What follows belongs to an exercise in optimizing a design on an open flow for a short achievable clock period, few clock cycles and low power; a production flow would make more cautious choices.
Function was checked by simulation only, so behaviour that the tests miss may differ from the original.
Power is estimated from default activity; no workload was simulated.

## design/flow/standard.sh

```bash
#!/bin/bash
# synth_recipe.tcl (not shown) runs the flow's synth.tcl, then flattens the netlist and writes it again
# the make line also repeats each setting of config.mk as NAME=value (left out here)
make -C /OpenROAD-flow-scripts/flow DESIGN_CONFIG=/design/flow/config.mk WORK_HOME=/design/flow/orfs CLKGATE_MAP_FILE= SYNTH_SCRIPT=/design/flow/synth_recipe.tcl "${@:-finish}"
```

## design/flow/flow/run.sh

```bash
#!/bin/bash
# The standard layout with two changes to how it is made:
# - clock tree synthesis adds no dummy loads (cells hung on clock nets only to
#   balance them); the flip-flops are clustered under clkbuf_8 leaf buffers, at
#   most 14 each within 80 um, below a clkbuf_16 root;
# - timing repair aims for 6.8 ns of setup slack instead of 0.
# The SDC, the die and every other step are the standard flow's.
# Each tool's output goes to the ORFS logs and to standard.log here.
set -euo pipefail
export CTS_ARGS="-sink_clustering_enable -repair_clock_nets -dont_use_dummy_load -buf_list {sky130_fd_sc_hd__clkbuf_8 sky130_fd_sc_hd__clkbuf_16} -root_buf sky130_fd_sc_hd__clkbuf_16 -sink_clustering_buffer sky130_fd_sc_hd__clkbuf_8 -sink_clustering_size 14 -sink_clustering_max_diameter 80"
bash standard.sh SETUP_SLACK_MARGIN=6.8 finish > standard.log 2>&1
```

## design/flow/constraint.sdc

```tcl
create_clock -name core_clock -period 10.0 [get_ports {clk}]
set_input_delay 2.0000 -clock core_clock [delete_from_list [all_inputs] [get_ports {clk}]]
set_output_delay 2.0000 -clock core_clock [all_outputs]
set_load 0.01 [all_outputs]
```

## design/flow/config.mk

```make
export PLATFORM = sky130hd
export DESIGN_NAME = rast1
export DESIGN_NICKNAME = rast1
export VERILOG_FILES = /design/flow/design.v
export SDC_FILE = /design/flow/constraint.sdc
export NUM_CORES = 4
export LEC_CHECK = 0
export CAP_MARGIN = 20
export CORE_MARGIN = 2
export CORE_UTILIZATION = 40
export PLACE_DENSITY = 0.6
export SLEW_MARGIN = 20
```

## design/flow/design.v

```verilog
module rast1 (
    input             clk,
    input             rst,
    input             host_valid,
    input             host_we,
    input      [2:0]  host_addr,       
    input      [31:0] host_wdata,
    output reg        host_ready,
    output     [31:0] host_rdata,
    output            mem_valid,
    output reg        mem_we,
    output     [31:0] mem_addr,
    output reg [7:0]  mem_wdata,
    input             mem_ready,
    input      [7:0]  mem_rdata,
    input             mem_err
);
    localparam S_IDLE  = 3'b001;
    localparam S_SETUP = 3'b010;
    localparam S_RUN   = 3'b100;
    localparam P_BM  = 3'b000;
    localparam P_T1R = 3'b001;
    localparam P_T1W = 3'b011;
    localparam P_T2R = 3'b101;
    localparam P_T2W = 3'b111;
    reg [31:0] fb_base, bm_base, arg0, arg1, cmd;
    reg        st_err;
    reg [2:0]  state;           
    wire       st_idle  = state[0];
    wire       st_setup = state[1];
    assign     mem_valid = state[2];    
    reg [31:0] fp;              
    reg [31:0] bp;              
    reg [6:0]  hj;              
    reg [2:0]  lo_b;            
    reg [2:0]  hi_b;            
    reg [8:0]  rows_left;
    reg [6:0]  bcnt;            
    reg [2:0]  phase;           
    reg [31:0] sreg;            
    reg [7:0]  tail;            
    reg [23:0] fbq;             
    assign mem_addr   = fp;
    assign host_rdata = sreg;
    wire first = phase[0];
    wire t1    = hj[0];
    wire t2    = hj[1];
    wire [3:0] p = hj[5:2];    
    function legal;
        input [31:0] c;
        legal = (c[31:8] == 24'd0) &&
                ((c[3:0] <= 4'd4 && c[7:4] == 4'd0) ||
                 (c[3:0] == 4'd5 && c[5:4] != 2'd3) ||
                 (c[3:0] == 4'd6 && c[5:4] != 2'd3 && c[7:6] == 2'd0));
    endfunction
    wire [3:0] w_op    = host_wdata[3:0];
    wire [1:0] w_wsel  = host_wdata[5:4];
    wire       w_legal = legal(host_wdata);
    wire       st_ill  = !legal(cmd);
    wire [1:0] wsel  = cmd[5:4];
    wire       blit  = cmd[2] & (cmd[0] | cmd[1]);         
    wire       andn  = cmd[2] & ~cmd[0];                   
    wire       span_clr = cmd[2] & ~cmd[1] & ~cmd[0];      
    wire [1:0] nm1   = (wsel == 2'd0) ? 2'd0 : (wsel == 2'd1) ? 2'd1 : 2'd3;   
    wire [3:0] nb4   = {2'd0, nm1} + 4'd1;                                     
    wire signed [17:0] x  = {{2{arg0[15]}}, arg0[15:0]};
    wire signed [17:0] x2 = {{2{arg0[31]}}, arg0[31:16]};
    wire signed [17:0] y  = {{2{arg1[15]}}, arg1[15:0]};
    wire signed [17:0] h  = {{2{arg1[31]}}, arg1[31:16]};
    wire x_on = !x[17] && (x < 18'sd640);
    wire y_on = !y[17] && (y < 18'sd400);
    wire               hl_sw  = (x2 < x);
    wire signed [17:0] hl_lo0 = hl_sw ? x2 : x;
    wire signed [17:0] hl_hi0 = hl_sw ? x : x2;
    wire               hl_ok  = y_on && !hl_hi0[17] && (hl_lo0 < 18'sd640);
    wire [9:0]         x_c0   = x[17]  ? 10'd0 : x[9:0];
    wire [9:0]         x2_c0  = x2[17] ? 10'd0 : x2[9:0];
    wire [9:0]         x_c1   = (x  > 18'sd639) ? 10'd639 : x[9:0];
    wire [9:0]         x2_c1  = (x2 > 18'sd639) ? 10'd639 : x2[9:0];
    wire [9:0]         hl_lo  = hl_sw ? x2_c0 : x_c0;
    wire [9:0]         hl_hi  = hl_sw ? x_c1 : x2_c1;
    wire               rc_ok  = x_on && y_on && (x2 > 18'sd0) && (h > 18'sd0);
    wire               x2_big = (x2 > 18'sd640);
    wire [10:0]        rc_xe  = {1'b0, x[9:0]} + {1'b0, x2[9:0]} - 11'd1;
    wire [9:0]         rc_hi  = (x2_big || rc_xe > 11'd639) ? 10'd639 : rc_xe[9:0];
    wire signed [17:0] yh_n   = y + h;
    wire signed [17:0] yh     = fbq[17:0];
    wire               rl_in  = (yh < 18'sd400);
    wire [8:0]         rl_a   = y[17] ? (yh[8:0] - 9'd1) : (arg1[24:16] - 9'd1);
    wire [8:0]         rl_b   = y[17] ? 9'd399 : (9'd399 - arg1[8:0]);
    wire [8:0]         rl     = rl_in ? rl_a : rl_b;
    wire               bl_yok = (h > 18'sd0) && (y < 18'sd400) && !yh[17] && (yh != 18'sd0);
    wire               bl_xok = (w_wsel == 2'd0) ? (x > -18'sd8) :
                                (w_wsel == 2'd1) ? (x > -18'sd16) : (x > -18'sd32);
    wire               c_xok  = (wsel == 2'd0) ? (x > -18'sd8) :
                                (wsel == 2'd1) ? (x > -18'sd16) : (x > -18'sd32);
    reg                go;      
    always @(*) begin
        case (cmd[3:0])
            4'd1:       go = x_on && y_on;
            4'd2:       go = hl_ok;
            4'd3, 4'd4: go = rc_ok;
            4'd5, 4'd6: go = bl_yok && c_xok && (x < 18'sd640);
            default:    go = 1'b0;
        endcase
    end
    wire               bl_in  = (w_wsel == 2'd0) ? (x < 18'sd632) :
                                (w_wsel == 2'd1) ? (x < 18'sd624) : (x < 18'sd608);
    wire [4:0]         bl_m   = {(w_wsel[1] ? x[4] : 1'b0), (w_wsel != 2'd0 ? x[3] : 1'b0), x[2:0]};
    wire [6:0]         bl_j0  = x[17] ? 7'd0 :
                                {x[9:5], (w_wsel[1] ? 1'b0 : x[4]), (w_wsel != 2'd0 ? 1'b0 : x[3])};
    wire [7:0] mk_lo = first ? (8'hFF >> lo_b) : 8'hFF;
    wire [7:0] mk_hi = (bcnt == 7'd0) ? (8'hFF << (3'd7 - hi_b)) : 8'hFF;
    wire [7:0] sp_mk = mk_lo & mk_hi;
    wire [3:0] p_init = t1 ? (4'd0 - {2'd0, hi_b[1:0]}) : (nb4 - {2'd0, hi_b[1:0]});
    wire       vcur   = !p[3] && (p[2:0] <= {1'b0, nm1});       
    wire       vend   = (p == nb4);                             
    reg  [7:0] scur;
    always @(*) begin
        case (p[1:0])
            2'd0: scur = sreg[31:24];
            2'd1: scur = sreg[23:16];
            2'd2: scur = sreg[15:8];
            default: scur = sreg[7:0];
        endcase
    end
    wire [7:0] mr     = 8'hFF >> lo_b;
    wire [7:0] s_bl   = vcur ? scur : vend ? tail : 8'd0;
    wire [7:0] f_bl   = vcur ? ((p == 4'd0) ? mr : 8'hFF) : vend ? ~mr : 8'd0;
    wire [7:0] bm_u   = mem_rdata >> lo_b;
    wire [15:0] bm_w  = {mem_rdata, 8'd0} >> lo_b;
    wire [7:0] bm_v   = bm_w[7:0];
    wire [7:0] bm_t   = bm_u | ((bcnt[1:0] == 2'd0) ? 8'd0 : tail);
    wire [7:0] fbb = (wsel == 2'd0) ? mem_rdata : (wsel == 2'd1) ? fbq[7:0] : fbq[23:16];
    wire [7:0] s_b = blit ? s_bl : (mem_we ? 8'hFF : sp_mk);
    reg  [7:0] merged;
    always @(*) begin
        if (andn)
            merged = fbb & ~s_b;
        else case ({cmd[6], cmd[7]})
            2'b00: merged = fbb | s_b;
            2'b01: merged = fbb ^ s_b;
            2'b10: merged = (fbb & ~f_bl) | s_b;
            default: merged = (fbb & ~f_bl) | (s_b ^ f_bl);
        endcase
    end
    wire [11:0] y5     = {1'b0, arg1[8:0], 2'd0} + {3'd0, arg1[8:0]};
    wire [12:0] fr_lo  = {1'b0, fb_base[15:4]} + {1'b0, y5};
    wire [15:0] fb_up1 = fb_base[31:16] + 16'd1;
    wire [31:0] fp_row = {fr_lo[12] ? fb_up1 : fb_base[31:16], fr_lo[11:0], fb_base[3:0]};
    wire [31:0] fp_pre = arg1[15] ? fb_base : fp_row;
    wire [6:0]  sp_inc = hj;                                   
    wire [6:0]  bl_inc = (t1 & t2) ? ((wsel == 2'd0) ? 7'd79 : (wsel == 2'd1) ? 7'd77 : 7'd73)
                                   : ((wsel == 2'd0) ? 7'd80 : (wsel == 2'd1) ? 7'd79 : 7'd77);
    wire        c_last = (bcnt[1:0] == nm1);
    wire [23:0] fp_up1 = fp[31:8] + 24'd1;
    wire [23:0] fp_dn1 = fp[31:8] - 24'd1;
    wire [6:0]  fa_k   = st_setup ? bcnt : hj;                 
    wire [8:0]  fa_lo  = {1'b0, fp[7:0]} + {2'd0, fa_k};
    wire [31:0] fp_a   = {fa_lo[8] ? fp_up1 : fp[31:8], fa_lo[7:0]};
    wire [8:0]  fb_lo  = {1'b0, fp[7:0]} - {7'd0, nm1};        
    wire [31:0] fp_b   = {fb_lo[8] ? fp_dn1 : fp[31:8], fb_lo[7:0]};
    wire [8:0]  fr_lo2 = {1'b0, fp[7:0]} + {2'd0, bl_inc};     
    wire [31:0] fp_r   = {fr_lo2[8] ? fp_up1 : fp[31:8], fr_lo2[7:0]};
    wire [31:0] fp_1   = fp + 32'd1;
    wire [16:0] skip   = arg1[15] ? (17'd0 - {1'b1, arg1[15:0]}) : 17'd0;
    wire [19:0] bs_lo  = {1'b0, bm_base[18:0]} + {1'b0, bp[18:0]};
    wire [12:0] bm_up1 = bm_base[31:19] + 13'd1;
    wire [31:0] bm_1st = {bs_lo[19] ? bm_up1 : bm_base[31:19], bs_lo[18:0]};
    wire [18:0] skip_w = (w_wsel == 2'd0) ? {2'd0, skip} :
                         (w_wsel == 2'd1) ? {1'd0, skip, 1'd0} : {skip, 2'd0};
    wire xfer = mem_ready;     
    always @(posedge clk) begin
        if (rst) begin
            fb_base    <= 32'd0;
            bm_base    <= 32'd0;
            arg0       <= 32'd0;
            arg1       <= 32'd0;
            cmd        <= 32'd0;
            st_err     <= 1'b0;
            state      <= S_IDLE;
            host_ready <= 1'b0;
            mem_we     <= 1'b0;
            mem_wdata  <= 8'd0;
            fp         <= 32'd0;
            bp         <= 32'd0;
            hj         <= 7'd0;
            lo_b       <= 3'd0;
            hi_b       <= 3'd0;
            rows_left  <= 9'd0;
            bcnt       <= 7'd0;
            phase      <= 3'd0;
            sreg       <= 32'd0;
            fbq        <= 24'd0;
            tail       <= 8'd0;
        end else begin
            host_ready <= 1'b0;
            if (st_idle) begin
                fp <= fp_pre;
                rows_left <= rl;
                fbq[17:0] <= yh_n;
                bp <= {13'd0, skip_w};
                if (host_valid && !host_ready) begin
                    case (host_addr)
                        3'd0: sreg <= fb_base;
                        3'd1: sreg <= bm_base;
                        3'd2: sreg <= arg0;
                        3'd3: sreg <= arg1;
                        3'd4: sreg <= cmd;
                        3'd5: sreg <= {26'd0, st_err, st_ill, 3'd0, st_err | st_ill};
                        3'd6: sreg <= {16'd400, 16'd640};
                        default: sreg <= 32'd0;
                    endcase
                    if (host_we && host_addr == 3'd4) begin
                        cmd    <= host_wdata;
                        st_err <= 1'b0;
                        if (w_legal)
                            state <= S_SETUP;
                        else
                            host_ready <= 1'b1;
                        case (w_op)
                            4'd1: begin
                                bcnt <= x[9:3];  lo_b <= x[2:0];
                                hj   <= x[9:3];  hi_b <= x[2:0];
                            end
                            4'd2: begin
                                bcnt <= hl_lo[9:3];  lo_b <= hl_lo[2:0];
                                hj   <= hl_hi[9:3];  hi_b <= hl_hi[2:0];
                            end
                            4'd3, 4'd4: begin
                                bcnt <= x[9:3];      lo_b <= x[2:0];
                                hj   <= rc_hi[9:3];  hi_b <= rc_hi[2:0];
                            end
                            4'd5, 4'd6: begin
                                bcnt <= bl_j0;
                                lo_b <= x[2:0];
                                hi_b <= {1'b0, bl_m[4:3]};
                                hj   <= {5'd0, (bl_m != 5'd0) && bl_in, !x[17]};
                            end
                            default: ;
                        endcase
                    end else begin
                        if (host_we) begin
                            case (host_addr)
                                3'd0: fb_base <= host_wdata;
                                3'd1: bm_base <= host_wdata;
                                3'd2: arg0    <= host_wdata;
                                3'd3: arg1    <= host_wdata;
                                default: ;
                            endcase
                        end
                        host_ready <= 1'b1;
                    end
                end
            end else if (st_setup) begin
                state     <= go ? S_RUN : S_IDLE;
                host_ready <= !go;
                if (blit) begin
                    bcnt   <= 7'd0;
                    phase  <= P_BM;
                    hj[5:2] <= p_init;
                    fp     <= bm_1st;                 
                    bp     <= fp_a;                   
                    mem_we <= 1'b0;
                end else begin
                    if (!cmd[2] && (cmd[1] ^ cmd[0]))  
                        rows_left <= 9'd0;
                    bcnt   <= hj - bcnt;
                    hj     <= 7'd80 - hj + bcnt;      
                    phase  <= 3'd1;                   
                    fp     <= fp_a;                   
                    mem_we <= (lo_b == 3'd0) && (hj != bcnt || hi_b == 3'd7);
                    mem_wdata <= span_clr ? 8'h00 : 8'hFF;
                end
            end else begin     
                if (xfer) begin
                    if (!blit) begin
                        mem_wdata <= merged;
                        if (!mem_we) begin
                            mem_we <= 1'b1;
                        end else if (bcnt != 7'd0) begin
                            fp     <= fp_1;
                            bcnt   <= bcnt - 7'd1;
                            phase  <= 3'd0;
                            mem_we <= !(bcnt == 7'd1 && hi_b != 3'd7);
                        end else if (rows_left != 9'd0) begin
                            fp        <= fp_a;
                            bcnt      <= 7'd80 - hj;
                            phase     <= 3'd1;
                            rows_left <= rows_left - 9'd1;
                            mem_we    <= (lo_b == 3'd0) && (hj != 7'd80 || hi_b == 3'd7);
                        end else begin
                            host_ready <= 1'b1;
                            state      <= S_IDLE;
                        end
                    end else begin
                        if (phase[0])
                            fbq <= {fbq[15:0], mem_rdata};
                        if (!phase[0]) begin
                            case (bcnt[1:0])
                                2'd0: sreg[31:24] <= bm_t;
                                2'd1: sreg[23:16] <= bm_t;
                                2'd2: sreg[15:8]  <= bm_t;
                                default: sreg[7:0] <= bm_t;
                            endcase
                            tail <= bm_v;
                            if (c_last) begin
                                bcnt  <= 7'd0;
                                phase <= t1 ? P_T1R : P_T2R;
                                fp    <= bp;              
                                bp    <= fp_1;            
                            end else begin
                                bcnt  <= bcnt + 7'd1;
                                fp    <= fp_1;
                            end
                        end else if (!phase[1]) begin
                            fp <= c_last ? fp_b : fp_1;
                            if (c_last) begin
                                bcnt      <= 7'd0;
                                phase[1]  <= 1'b1;
                                mem_we    <= 1'b1;
                                mem_wdata <= merged;
                                hj[5:2]   <= p + 4'd1;
                            end else begin
                                bcnt  <= bcnt + 7'd1;
                            end
                        end else begin
                            if (!c_last) begin
                                fp        <= fp_1;
                                bcnt      <= bcnt + 7'd1;
                                mem_wdata <= merged;
                                hj[5:2]   <= p + 4'd1;
                            end else begin
                                bcnt <= 7'd0;
                                if (phase == P_T1W && t2) begin
                                    fp     <= fp_1;
                                    phase  <= P_T2R;
                                    mem_we <= 1'b0;
                                end else if (rows_left != 9'd0) begin
                                    fp        <= bp;          
                                    bp        <= fp_r;        
                                    rows_left <= rows_left - 9'd1;
                                    phase     <= P_BM;
                                    mem_we    <= 1'b0;
                                    hj[5:2]   <= p_init;
                                end else begin
                                    host_ready <= 1'b1;
                                    state      <= S_IDLE;
                                end
                            end
                        end
                    end
                    if (mem_err) begin
                        st_err     <= 1'b1;
                        host_ready <= 1'b1;
                        state      <= S_IDLE;
                    end
                end
            end
        end
    end
endmodule
```

==> summary.md, run 1 <==
| Metric | Value |
|---|---|
| Slew @ Worst Pin | `1.197 ns` |
| Share of layout cells above drive strength 1 | `21.89%` |
| DRT Wirelength | `151100 µm` |
| PwrDens | `79.22 nW/µm²` |
| Synthesized Nets | `4221` |
| Post-route cell area | `36040 µm²` |
| Final Max Tran Viols | `0` |
| Largest net degree at the start of global routing | `96` |
| Reg2reg setup slack | `6.62 ns` |
| Distinct cells, synth | `88` |
| Fraction of registers with async set/reset | `0%` |
| Ys flop type | `dfxtp_1` |
| Critical R2R Launch | `state[0]` |
| Max Cap Viol | `0` |
| Grt ovf | `0` |
| Placed standard-cell area | `31090 µm²` |
| Clock latency (worst-skew pair) | `0.59 ns` |
| Post-Synth XOR/XNOR Area | `5.755%` |
| R2R depth | `8` |
| Antenna Nets Post-Route | `0` |
| Syn. warnings | `1` |
| Peak VDD IR | `0.1099 mV` |
| Chip Width | `273.6 µm` |
| Tmin final | `3.381 ns` |
| Clock buffer depth | `3` |
| Final Hold Fails | `0` |
| Setup crit end kind | `flop` |
| Commonest non-fill, non-tap cell in the layout | `nand2_1` |
| Status | `timing/DRC/antenna clean` |
| Worst Path Required | `10.39 ns` |
| Hold_buf cts | `0` |
| Total track usage | `38.26%` |
| TritonCTS clock tree | `built` |
| Vias | `34230` |
| CTS Buf Count | `36` |
| Netlist Area Pre-Place | `29070 µm²` |
| Post-synthesis sequential area ratio | `22.94%` |
| Rel. slew slack | `19.56%` |
| Mean Syn Cell Area | `7.274 µm²` |
| EDFF count, synth | `0` |
| Clock skew | `0.1185 ns` |
| Sum Neg Setup Slack | `0 ns` |
| Final GP Congestion | `1.020` |
| Filler cell count | `7077` |
| Main combinational cell family by area after synthesis | `compound AO/OA/AOI/OAI gates` |
| Clock transition at path regs | `0.09 ns` |
| Post-synthesis mux area share | `7.387%` |
| P&R area growth vs syn | `24.00%` |
| Most Used Layer, Global Route | `met2` |
| Die Span Y | `273.6 µm` |
| Final Net Count | `4362` |
| DR WL/cell | `29.68 µm` |
| WS Path Type | `reg2reg` |
| Achievable Freq | `0.2958 GHz` |
| Setup crit start | `state[0]` |
| Crit path cell chain | `inv_2, buf_4, nand2_2, o21a_1, buf_12, o311ai_2, a211oi_2, a2111oi_2` |
| Startpoint Class | `flop` |
| H-tree Lvls | `2` |
| Initial antenna violation count | `9` |
| Pre-antenna DRT Iters | `9` |
| Most frequent cells in the layout | `497 x nand2_1, 365 x nor2_1, 317 x a21oi_1` |
| PortBufs | `123` |
| Met3 Use GR | `11.27%` |
| Met1 Use GR | `52.37%` |
| Core Footprint | `71730 µm²` |
| Leakage power | `0.01359 µW` |
| I/O pins | `124` |
| First-pass GRT wire length | `212900 µm` |
| Class of the tightest hold or removal check | `reg2reg` |
| Post-synthesis simple-gate area fraction | `22.20%` |
| # clock sinks | `333` |
| Setup violators final | `0` |
| Worst-path maximum fanout | `47` |
| Via density | `6.722` |
| Number of core rows | `98` |
| Worst setup path end | `fp[24]` |
| Fin crit share | `33.81%` |
| Cell count after synthesis | `3996` |
| Worst path slowest cell | `buf_4` |
| RSZ-0062 raised after global routing | `true` |
| Post-Synth Adder-Cell Area | `8.015%` |
| Worst stage delay on the critical path | `0.64 ns` |
| Die area | `74840 µm²` |
| Initial core utilization | `40.52%` |
| DRT iter0 DRCs | `5546` |
| Worst R2R End | `fp[24]` |
| Worst EP arrival | `3.77 ns` |
| Synth Area in Compound Gates | `27.57%` |
| GR Util met2 | `53.16%` |
| Register bit total from synthesis | `333` |
| Post-DP HPWL | `103500 µm` |
| CTS root buf | `clkbuf_16` |
| Vias in the first global route | `30120` |
| # DRC | `0` |
[cell type report]
| class | count | area (µm²) | share of cell area [%] |
|---|---|---|---|
| Clock buffer | 36 | 551.8 | 1.531 |
| Inverter | 145 | 593.1 | 1.646 |
| Sequential cell | 333 | 6970 | 19.34 |
| Multi-Input combinational cell | 3203 | 22590 | 62.67 |
| Timing Repair inverter | 1 | 5.005 | 0.01389 |
| Timing Repair Buffer | 417 | 4129 | 11.46 |
| Tap cell | 950 | 1189 | 3.298 |
| Antenna cell | 7 | 17.52 | 0.04860 |
[synthesized netlist by cell type, types with 25 or more instances]
cell	instances	area, µm²
nand3_1	101	505.5
o221ai_1	25	219.0
nand2_1	509	1911
clkbuf_1	259	972.2
o22ai_1	38	237.7
a211oi_1	85	638.1
xor2_1	70	613.1
a21o_1	45	337.8
dfxtp_1	333	6666
nor4_1	50	312.8
a31oi_1	54	337.8
nor2_1	393	1475
xnor2_1	121	1060
nor3_1	138	690.7
o31ai_1	31	232.7
a21oi_1	349	1747
nand4_1	28	175.2
buf_1	38	142.6
a221oi_1	31	271.5
o211ai_1	64	480.5
mux2i_1	156	1562
o21ai_0	234	1171
and3_1	33	206.5
a311oi_1	41	359.1
ha_1	159	1989
inv_1	142	533.0
[critical path, delay by kind of cell, from the launching register on]
kind                   cells  cell delay (ns)
AO/OA/AOI/OAI              4             1.10
buffers and inverters      3             0.92
flip-flops                 1             0.55
AND/OR/NAND/NOR            1             0.58
[cells by family after synthesis]
group / Yosys count
muxes: 193
and+or+nand+nor: 1415
buffers and inverters: 463
AOI/OAI and AO/OA: 1225
xor gates and xnor gates: 191
adders and majority gates: 176
DFF: 333
[where the power goes]
part,total [µW],internal [µW],switching (µW)
Sequential,1370,1340,38.0
Combinational,564,218,346
Clock,916,368,548
[per-layer routing]
metal	up-vias	wire (µm)	share of wire, %
met2	2629	60110	40
met5	-	42	0.028
met1	16130	59570	39
met4	2	10370	6.9
li1	14890	-	-
met3	572	21050	14
[metrics by stage]
stage	hold WS (ns)	cells	power, µW	setup slack, ns	utilization, %
after floorplan	0.4360	3996	1698	6.239	-
after detailed placement	0.4468	4825	1870	4.840	43.35
after global routing	0.4724	5087	2923	6.594	50.23
after global placement	0.4436	4825	1869	4.883	43.34
after CTS	0.4593	5007	2791	6.676	47.74
final	0.4604	5092	2855	6.619	50.24
[registers in the layout (all words and copies together), names as in the netlist, 7 cells and up]
signal / cells
cmd: 32
rows_left: 9
arg1: 32
fbq: 24
arg0: 32
fb_base: 32
bm_base: 32
bp: 32
hj: 7
fp: 32
mem_wdata: 8
sreg: 32
bcnt: 7
tail: 7
[what timing repair did]
action                                 4_1_cts  5_1_grt
setup endpoints to repair                  407      213
gates cloned                                15        5
buffers inserted                           131       73
resized for setup                          759      314
pin swaps                                   62      113
endpoints found under the hold margin        0        0
[worst min path at each step]
stage	depth (start not counted)	endpoint	start	slack, ns
global route	2	fbq[22]	fbq[22]	0.47
global placement	2	fbq[21]	fbq[21]	0.44
CTS	2	fbq[23]	fbq[23]	0.46
finish	2	fbq[22]	fbq[22]	0.46
floorplan	2	fbq[19]	fbq[11]	0.44
detailed placement	2	fbq[22]	fbq[22]	0.45
Testbench counts, summed over its fixed seeds: cycles 175,830.
==> inputs of run 2 (changes only) <==
--- a/design/flow/flow/run.sh
+++ b/design/flow/flow/run.sh
@@ -5,3 +5,3 @@
 #   most 14 each within 80 um, below a clkbuf_16 root;
-# - timing repair aims for 6.8 ns of setup slack instead of 0.
+# - timing repair aims for 6.6 ns of setup slack instead of 0.
 # The SDC, the die and every other step are the standard flow's.
@@ -10,2 +10,2 @@
 export CTS_ARGS="-sink_clustering_enable -repair_clock_nets -dont_use_dummy_load -buf_list {sky130_fd_sc_hd__clkbuf_8 sky130_fd_sc_hd__clkbuf_16} -root_buf sky130_fd_sc_hd__clkbuf_16 -sink_clustering_buffer sky130_fd_sc_hd__clkbuf_8 -sink_clustering_size 14 -sink_clustering_max_diameter 80"
-bash standard.sh SETUP_SLACK_MARGIN=6.8 finish > standard.log 2>&1
+bash standard.sh SETUP_SLACK_MARGIN=6.6 finish > standard.log 2>&1
==> summary.md, run 2 <==
| Metric | Value |
|---|---|
| I/O pins | `124` |
| Ys flop type | `dfxtp_1` |
| Distinct cells, synth | `88` |
| PwrDens | `82.22 nW/µm²` |
| Final Hold Fails | `0` |
| Met1 Use GR | `51.15%` |
| RSZ-0062 raised after global routing | `true` |
| Sum Neg Setup Slack | `0 ns` |
| Worst Path Buf+Inv | `2` |
| Worst Path Required | `10.42 ns` |
| R2R depth | `10` |
| Fraction of registers with async set/reset | `0%` |
| Largest net degree at the start of global routing | `87` |
| Post-DP HPWL | `104100 µm` |
| Startpoint Class | `flop` |
| Setup violators final | `0` |
| Netlist Area Pre-Place | `29070 µm²` |
| Post-synthesis sequential area ratio | `22.94%` |
| P&R area growth vs syn | `17.75%` |
| Filler cell count | `7290` |
| Class of the tightest hold or removal check | `reg2reg` |
| Fin crit share | `34.58%` |
| WS Path Type | `reg2reg` |
| PortBufs | `123` |
| Met3 Use GR | `10.26%` |
| Cell with the most instances after synthesis | `nand2_1` |
| Clock buffer depth | `3` |
| H-tree Lvls | `2` |
| # DRC | `0` |
| Synthesized Nets | `4221` |
| Dpl ws | `4.909 ns` |
| Initial antenna violation count | `11` |
| Syn. warnings | `1` |
| Leakage power | `0.01318 µW` |
| Final Net Count | `4287` |
| Critical Path Stages | `10` |
| DRT Wirelength | `146700 µm` |
| Cell taking the most area after synthesis | `dfxtp_1` |
| Clock transition at path regs | `0.10 ns` |
| Share of layout cells above drive strength 1 | `15.27%` |
| Register area | `6883 µm²` |
| Max Cap Viol | `0` |
| Achievable Freq | `0.2892 GHz` |
| # clock sinks | `333` |
| CTS Buf Count | `36` |
| Worst-path maximum fanout | `33` |
| Number of core rows | `98` |
| Worst path slowest cell | `dfxtp_2` |
| Vias | `33790` |
| Final WS setup | `6.542 ns` |
| Worst EP arrival | `3.88 ns` |
| Clock skew | `0.07492 ns` |
| Initial core utilization | `40.52%` |
| Rel. slew slack | `28.48%` |
| Vias in the first global route | `29470` |
| EDFF count, synth | `0` |
| Worst Hold Path Cells | `2` |
| GR Util met2 | `52.62%` |
| Die Span Y | `273.6 µm` |
| Cell count after synthesis | `3996` |
| Commonest non-fill, non-tap cell in the layout | `nand2_1` |
| Final Max Tran Viols | `0` |
| Slew @ Worst Pin | `1.071 ns` |
| Most Used Layer, Global Route | `met2` |
| DR WL/cell | `29.26 µm` |
| Clock latency (worst-skew pair) | `0.56 ns` |
| TritonCTS clock tree | `built` |
| DRT iter0 DRCs | `5406` |
| First-pass GRT wire length | `208000 µm` |
| Tmin final | `3.458 ns` |
| Mean Syn Cell Area | `7.274 µm²` |
| Total track usage | `37.28%` |
| Multi-input combinational cell area | `21700 µm²` |
| Ranking of synthesized cells by area | `dfxtp_1 23%, ha_1 6.8%, nand2_1 6.6%, a21oi_1 6.0%, mux2i_1 5.4%` |
| Power Total | `2814 µW` |
| Register bit total from synthesis | `333` |
| Core Footprint | `71730 µm²` |
| Grt ovf | `0` |
| Die area | `74840 µm²` |
| Antenna Nets Post-Route | `0` |
| Via density | `6.740` |
| Status | `timing/DRC/antenna clean` |
| Most frequent cells in the layout | `501 x nand2_1, 376 x nor2_1, 328 x a21oi_1` |
| Final GP Congestion | `1.025` |
| Peak VDD IR | `0.09274 mV` |
| Worst stage delay on the critical path | `0.68 ns` |
| Crit-path leading delay family | `compound AO/OA/AOI/OAI gates` |
| Pre-antenna DRT Iters | `8` |
| Commonest cells post-synth | `509 x nand2_1, 393 x nor2_1, 349 x a21oi_1, 333 x dfxtp_1, 259 x clkbuf_1` |
| CTS root buf | `clkbuf_16` |
| Setup crit end kind | `flop` |
| Synth top area share | `22.94%` |
| Chip Width | `273.6 µm` |
| Crit path cell chain | `buf_4, nand3b_1, a21oi_1, nor2_1, buf_4, a32o_1, a22o_1, a311oi_1, a311o_1, a21oi_1` |
==> run 2: cell counts after synthesis <==
Identical to the previous run, type by type.
==> run 2: per-stage QoR <==
stage / utilization, % / area [µm²] / hold slack (ns) / cells
after floorplan: - / 29270 / 0.4360 / 3996
after global placement: 43.28 / 31040 / 0.4451 / 4835
after detailed placement: 43.28 / 31050 / 0.4466 / 4835
after CTS: 46.00 / 33000 / 0.4586 / 4945
after global routing: 47.71 / 34220 / 0.4742 / 5011
final: 47.71 / 34230 / 0.4603 / 5013
==> run 2: worst paths after layout <==
kind	startpoint	endpoint	slack (ns)
max	phase[0]	fp[17]	6.54
min	fbq[22]	fbq[22]	0.46
max reg2reg	phase[0]	fp[17]	6.54
min reg2reg	fbq[22]	fbq[22]	0.46
==> run 2: layout make-up <==
type | instances | area share [%]
antenna | 3 | 0.02193
clock buffer | 36 | 1.612
inverter | 145 | 1.667
multi-input combinational | 3202 | 63.41
sequential | 333 | 20.11
tap | 950 | 3.473
timing repair buffer | 343 | 9.695
timing repair inverter | 1 | 0.01462
==> run 2: kinds of logic (layout without fill, tap and decap cells) <==
group	Yosys count	in the layout	share of synthesized area, %
xor+xnor	191	191	5.756
simple gates	1415	1415	22.20
mux	193	193	7.387
fa+ha+maj	176	176	8.016
buf+inv	463	525	6.143
other cells	0	3	0
flops	333	333	22.94
compound gates	1225	1227	27.57
==> run 2: per-layer routing <==
metal / vias up / part of all wire [%]
li1: 14760 / -
met5: - / 0.069
met3: 579 / 14
met4: 14 / 6.7
met1: 15870 / 39
met2: 2567 / 40
==> run 2: timing repair <==
action                                  CTS  global route
gates cloned                              7             7
gates resized for setup                 478           197
buffers inserted                         67            58
endpoints found under the setup margin  407           145
hold buffers                              0             0
pin swaps                                34            56
==> run 2: report_power, final <==
group	internal [µW]	switching (µW)
registers	1340	39.0
clock network	369	536
logic	198	334
total	1910	909
==> run 2: worst register-to-register path: cells and delay by family (launching register included) <==
family          cells  cell delay [ns]
simple gates        2             0.35
flops               1             0.68
compound gates      6             1.54
buf+inv             2             0.77
==> inputs of run 3 (changes only) <==
==> design/flow/flow/run.sh (replaced) <==
#!/bin/bash
# The standard layout with two changes to how it is made:
# - clock tree synthesis adds no dummy loads (cells hung on clock nets only to
#   balance them); the flip-flops are clustered under clkbuf_8 leaf buffers, at
#   most 13 each within 80 um, below a clkbuf_16 root;
# - timing repair aims for 6.8 ns of setup slack instead of 0.
# The SDC, the die and every other step are the standard flow's.
# Each tool's output goes to the ORFS logs and to standard.log here.
set -euo pipefail
export CTS_ARGS="-sink_clustering_enable -repair_clock_nets -dont_use_dummy_load -buf_list {sky130_fd_sc_hd__clkbuf_8 sky130_fd_sc_hd__clkbuf_16} -root_buf sky130_fd_sc_hd__clkbuf_16 -sink_clustering_buffer sky130_fd_sc_hd__clkbuf_8 -sink_clustering_size 13 -sink_clustering_max_diameter 80"
bash standard.sh SETUP_SLACK_MARGIN=6.8 finish > standard.log 2>&1
==> summary.md, run 3 <==
| Metric | Value |
|---|---|
| Worst-path maximum fanout | `23` |
| Clock buffer depth | `3` |
| Share of layout cells above drive strength 1 | `22.31%` |
| Placed standard-cell area | `31090 µm²` |
| Dpl ws | `4.840 ns` |
| Antenna Nets Post-Route | `0` |
| Final WS setup | `6.673 ns` |
| Worst Path Required | `10.37 ns` |
| Cell Count, Final, Fillers Out | `5087` |
| Distinct cells, synth | `88` |
| # clock sinks | `333` |
| Post-synthesis simple-gate area fraction | `22.20%` |
| Dpl cells | `4825` |
| Netlist Area Pre-Place | `29070 µm²` |
| Die Span Y | `273.6 µm` |
| Synth Area in Compound Gates | `27.57%` |
| Fin crit share | `33.27%` |
| Post-Synth Adder-Cell Area | `8.015%` |
| Top cell by count, worst path | `o211ai_1` |
| Worst Path Buf+Inv | `2` |
| RSZ-0062 raised after global routing | `true` |
| Vias | `34370` |
| Grt ovf | `0` |
| Crit path cell chain | `inv_1, ha_1, nand2b_4, buf_12, nor2_1, o211ai_1, a21o_1, or3_1, o211ai_1, a41oi_1` |
| Critical Path Stages | `10` |
| Final Max Tran Viols | `0` |
| TritonCTS clock tree | `built` |
| H-tree Lvls | `2` |
| Post-synthesis sequential area ratio | `22.94%` |
| Register bit total from synthesis | `333` |
| Critical R2R Launch | `cmd[0]` |
| PwrDens | `79.23 nW/µm²` |
| Worst stage delay on the critical path | `0.69 ns` |
| Ranking of synthesized cells by area | `dfxtp_1 23%, ha_1 6.8%, nand2_1 6.6%, a21oi_1 6.0%, mux2i_1 5.4%` |
| DR WL/cell | `29.79 µm` |
| Main combinational cell family by area after synthesis | `compound AO/OA/AOI/OAI gates` |
| Worst R2R End | `hj[4]` |
| Total track usage | `38.22%` |
| Number of core rows | `98` |
| Post-DP HPWL | `103500 µm` |
| Rel. slew slack | `24.19%` |
| P&R area growth vs syn | `24.23%` |
| Ys flop type | `dfxtp_1` |
| Clock skew | `0.1218 ns` |
| Initial antenna violation count | `10` |
| Hold_buf cts | `0` |
| Initial core utilization | `40.52%` |
| Cell count after synthesis | `3996` |
| Worst EP arrival | `3.70 ns` |
| Leakage power | `0.01365 µW` |
| # DRC | `0` |
| Sum Neg Setup Slack | `0 ns` |
| EDFF count, synth | `0` |
| Post-synthesis mux area share | `7.387%` |
| Synth top area share | `22.94%` |
| Die area | `74840 µm²` |
| Worst setup path end | `hj[4]` |
| Setup crit end kind | `flop` |
| Pre-antenna DRT Iters | `7` |
| WS Path Type | `reg2reg` |
| Cell with the most instances after synthesis | `nand2_1` |
| Cell taking the most area after synthesis | `dfxtp_1` |
| Setup crit start | `cmd[0]` |
| Post-route cell area | `36110 µm²` |
| CTS root buf | `clkbuf_16` |
| Mean Syn Cell Area | `7.274 µm²` |
| Commonest non-fill, non-tap cell in the layout | `nand2_1` |
| Final Net Count | `4360` |
| Most frequent cells in the layout | `494 x nand2_1, 367 x nor2_1, 317 x a21oi_1` |
| Core Footprint | `71730 µm²` |
| Via density | `6.756` |
| Crit-path leading delay family | `simple AND/OR/NAND/NOR gates` |
| Peak VDD IR | `0.09686 mV` |
| Status | `timing/DRC/antenna clean` |
| Chip Width | `273.6 µm` |
| Worst path slowest cell | `nor2_1` |
| Slew @ Worst Pin | `1.128 ns` |
| Filler cell count | `7088` |
| First-pass GRT wire length | `212700 µm` |
| Syn. warnings | `1` |
| CTS Buf Count | `37` |
| Achievable Freq | `0.3006 GHz` |
| Commonest cells post-synth | `509 x nand2_1, 393 x nor2_1, 349 x a21oi_1, 333 x dfxtp_1, 259 x clkbuf_1` |
| Max Cap Viol | `0` |
| Post-Synth XOR/XNOR Area | `5.755%` |
| Setup violators final | `0` |
| Reg2reg setup slack | `6.67 ns` |
| R2R depth | `10` |
| Synthesized Nets | `4221` |
| DRT Wirelength | `151600 µm` |
| I/O pins | `124` |
| Final Hold Fails | `0` |
| DRT iter0 DRCs | `5248` |
| Layout Utilization | `50.34%` |
| Fraction of registers with async set/reset | `0%` |
| Final GP Congestion | `1.020` |
| Startpoint Class | `flop` |
| Clock latency (worst-skew pair) | `0.59 ns` |
| Largest net degree at the start of global routing | `96` |
| Vias in the first global route | `30160` |
| PortBufs | `123` |
| Tmin final | `3.327 ns` |
| Clock transition at path regs | `0.09 ns` |
| Class of the tightest hold or removal check | `reg2reg` |
-- run 3: final cells by class --
type / count / area [µm²] / share of cell area, %
multi-input cells: 3202 / 22730 / 62.96
flip-flops and latches: 333 / 6968 / 19.30
repair buffers: 415 / 4048 / 11.21
well taps: 950 / 1189 / 3.292
inverters: 145 / 590.6 / 1.636
clock buffers: 37 / 565.5 / 1.566
diodes: 4 / 10.01 / 0.02772
repair inverters: 1 / 5.005 / 0.01386
-- run 3: per-stage QoR --
step	total power, µW	hold WS, ns
3_3_place_gp	1869	0.4436
5_1_grt	2939	0.4718
6_report	2861	0.4604
4_1_cts	2810	0.4592
3_5_place_dp	1870	0.4468
2_1_floorplan	1698	0.4360
-- run 3: power breakdown --
part	leakage, µW	internal, µW	switching, µW	total, µW
Clock	0.000292	377	547	924
Combinational	0.0106	217	345	562
Sequential	0.00277	1340	37.7	1370
-- run 3: how the worst min path moves through the flow --
stage,end,cells past startpoint,startpoint
global route,fbq[22],2,fbq[22]
CTS,fbq[22],2,fbq[22]
detailed placement,fbq[22],2,fbq[22]
floorplan,fbq[19],2,fbq[11]
global placement,fbq[21],2,fbq[21]
finish,fbq[20],2,fbq[20]
-- run 3: what timing repair did --
action	in CTS	in global routing
gates cloned	12	6
resized for setup	779	310
pin swaps	64	126
setup buffers	137	66
setup endpoints to repair	408	178
-- run 3: worst reg2reg max path: cells and delay by family (launching register included) --
family                   cells  cell delay (ns)
buffers and inverters        2             0.33
adder cells (fa/ha/maj)      1             0.29
AND/OR/NAND/NOR              3             1.28
AO/OA/AOI/OAI                4             0.80
flip-flops                   1             0.41
-- run 3: kinds of logic (layout without fill, tap and decap cells) --
logic type	Yosys count	in the layout
other	0	4
adder cells (fa/ha/maj)	176	176
multiplexers	193	193
AND/OR/NAND/NOR	1415	1416
buffers and inverters	463	598
flip-flops	333	333
AO/OA/AOI/OAI	1225	1226
XOR/XNOR	191	191
-- run 3: metal layers --
layer  track usage [%]  up-vias  share of wire [%]  routed length [µm]
met2             53.14     2661                 40               60190
li1                  -    14870                  -                   -
met4             20.52        6                6.9               10410
met5                 0        -              0.029                  44
met3             11.96      565                 15               22000
met1             52.08    16270                 39               58910

[afterwards: timing with drivers on the ports]
How much do the figures lean on ideal ports? The routed layouts below were timed once more, with nothing changed but the port constraints. Step 1 (the two cells are an assumption about what drives the block):
set clk [get_ports {clk}]
set_driving_cell -lib_cell sky130_fd_sc_hd__clkbuf_16 $clk
set_driving_cell -lib_cell sky130_fd_sc_hd__buf_2 [delete_from_list [all_inputs] $clk]
Step 2 also shifts input and output timing later by t, the mid clock arrival at the registers, as if the neighbouring blocks saw the same clock. Slacks: ideal ports / drivers / drivers and shift; pairs: ideal ports / drivers.
run	t, ns	setup slack, ns	hold WS [ns]	worst slew at a driven data input, ns	pins driven straight from the clock port
run 1	0.606	6.619 / 6.619 / 6.092	0.460 / 0.460 / 0.460	0.13	1
run 2	0.592	6.542 / 6.542 / 5.992	0.460 / 0.460 / 0.460	0.13	1
run 3	0.600	6.673 / 6.673 / 6.098	0.460 / 0.460 / 0.460	0.13	1
After both steps setup and hold are still met in every run listed. The setup slack of run 3, which loses most, moves by 0.000 ns with the drivers and by -0.575 ns with both steps.
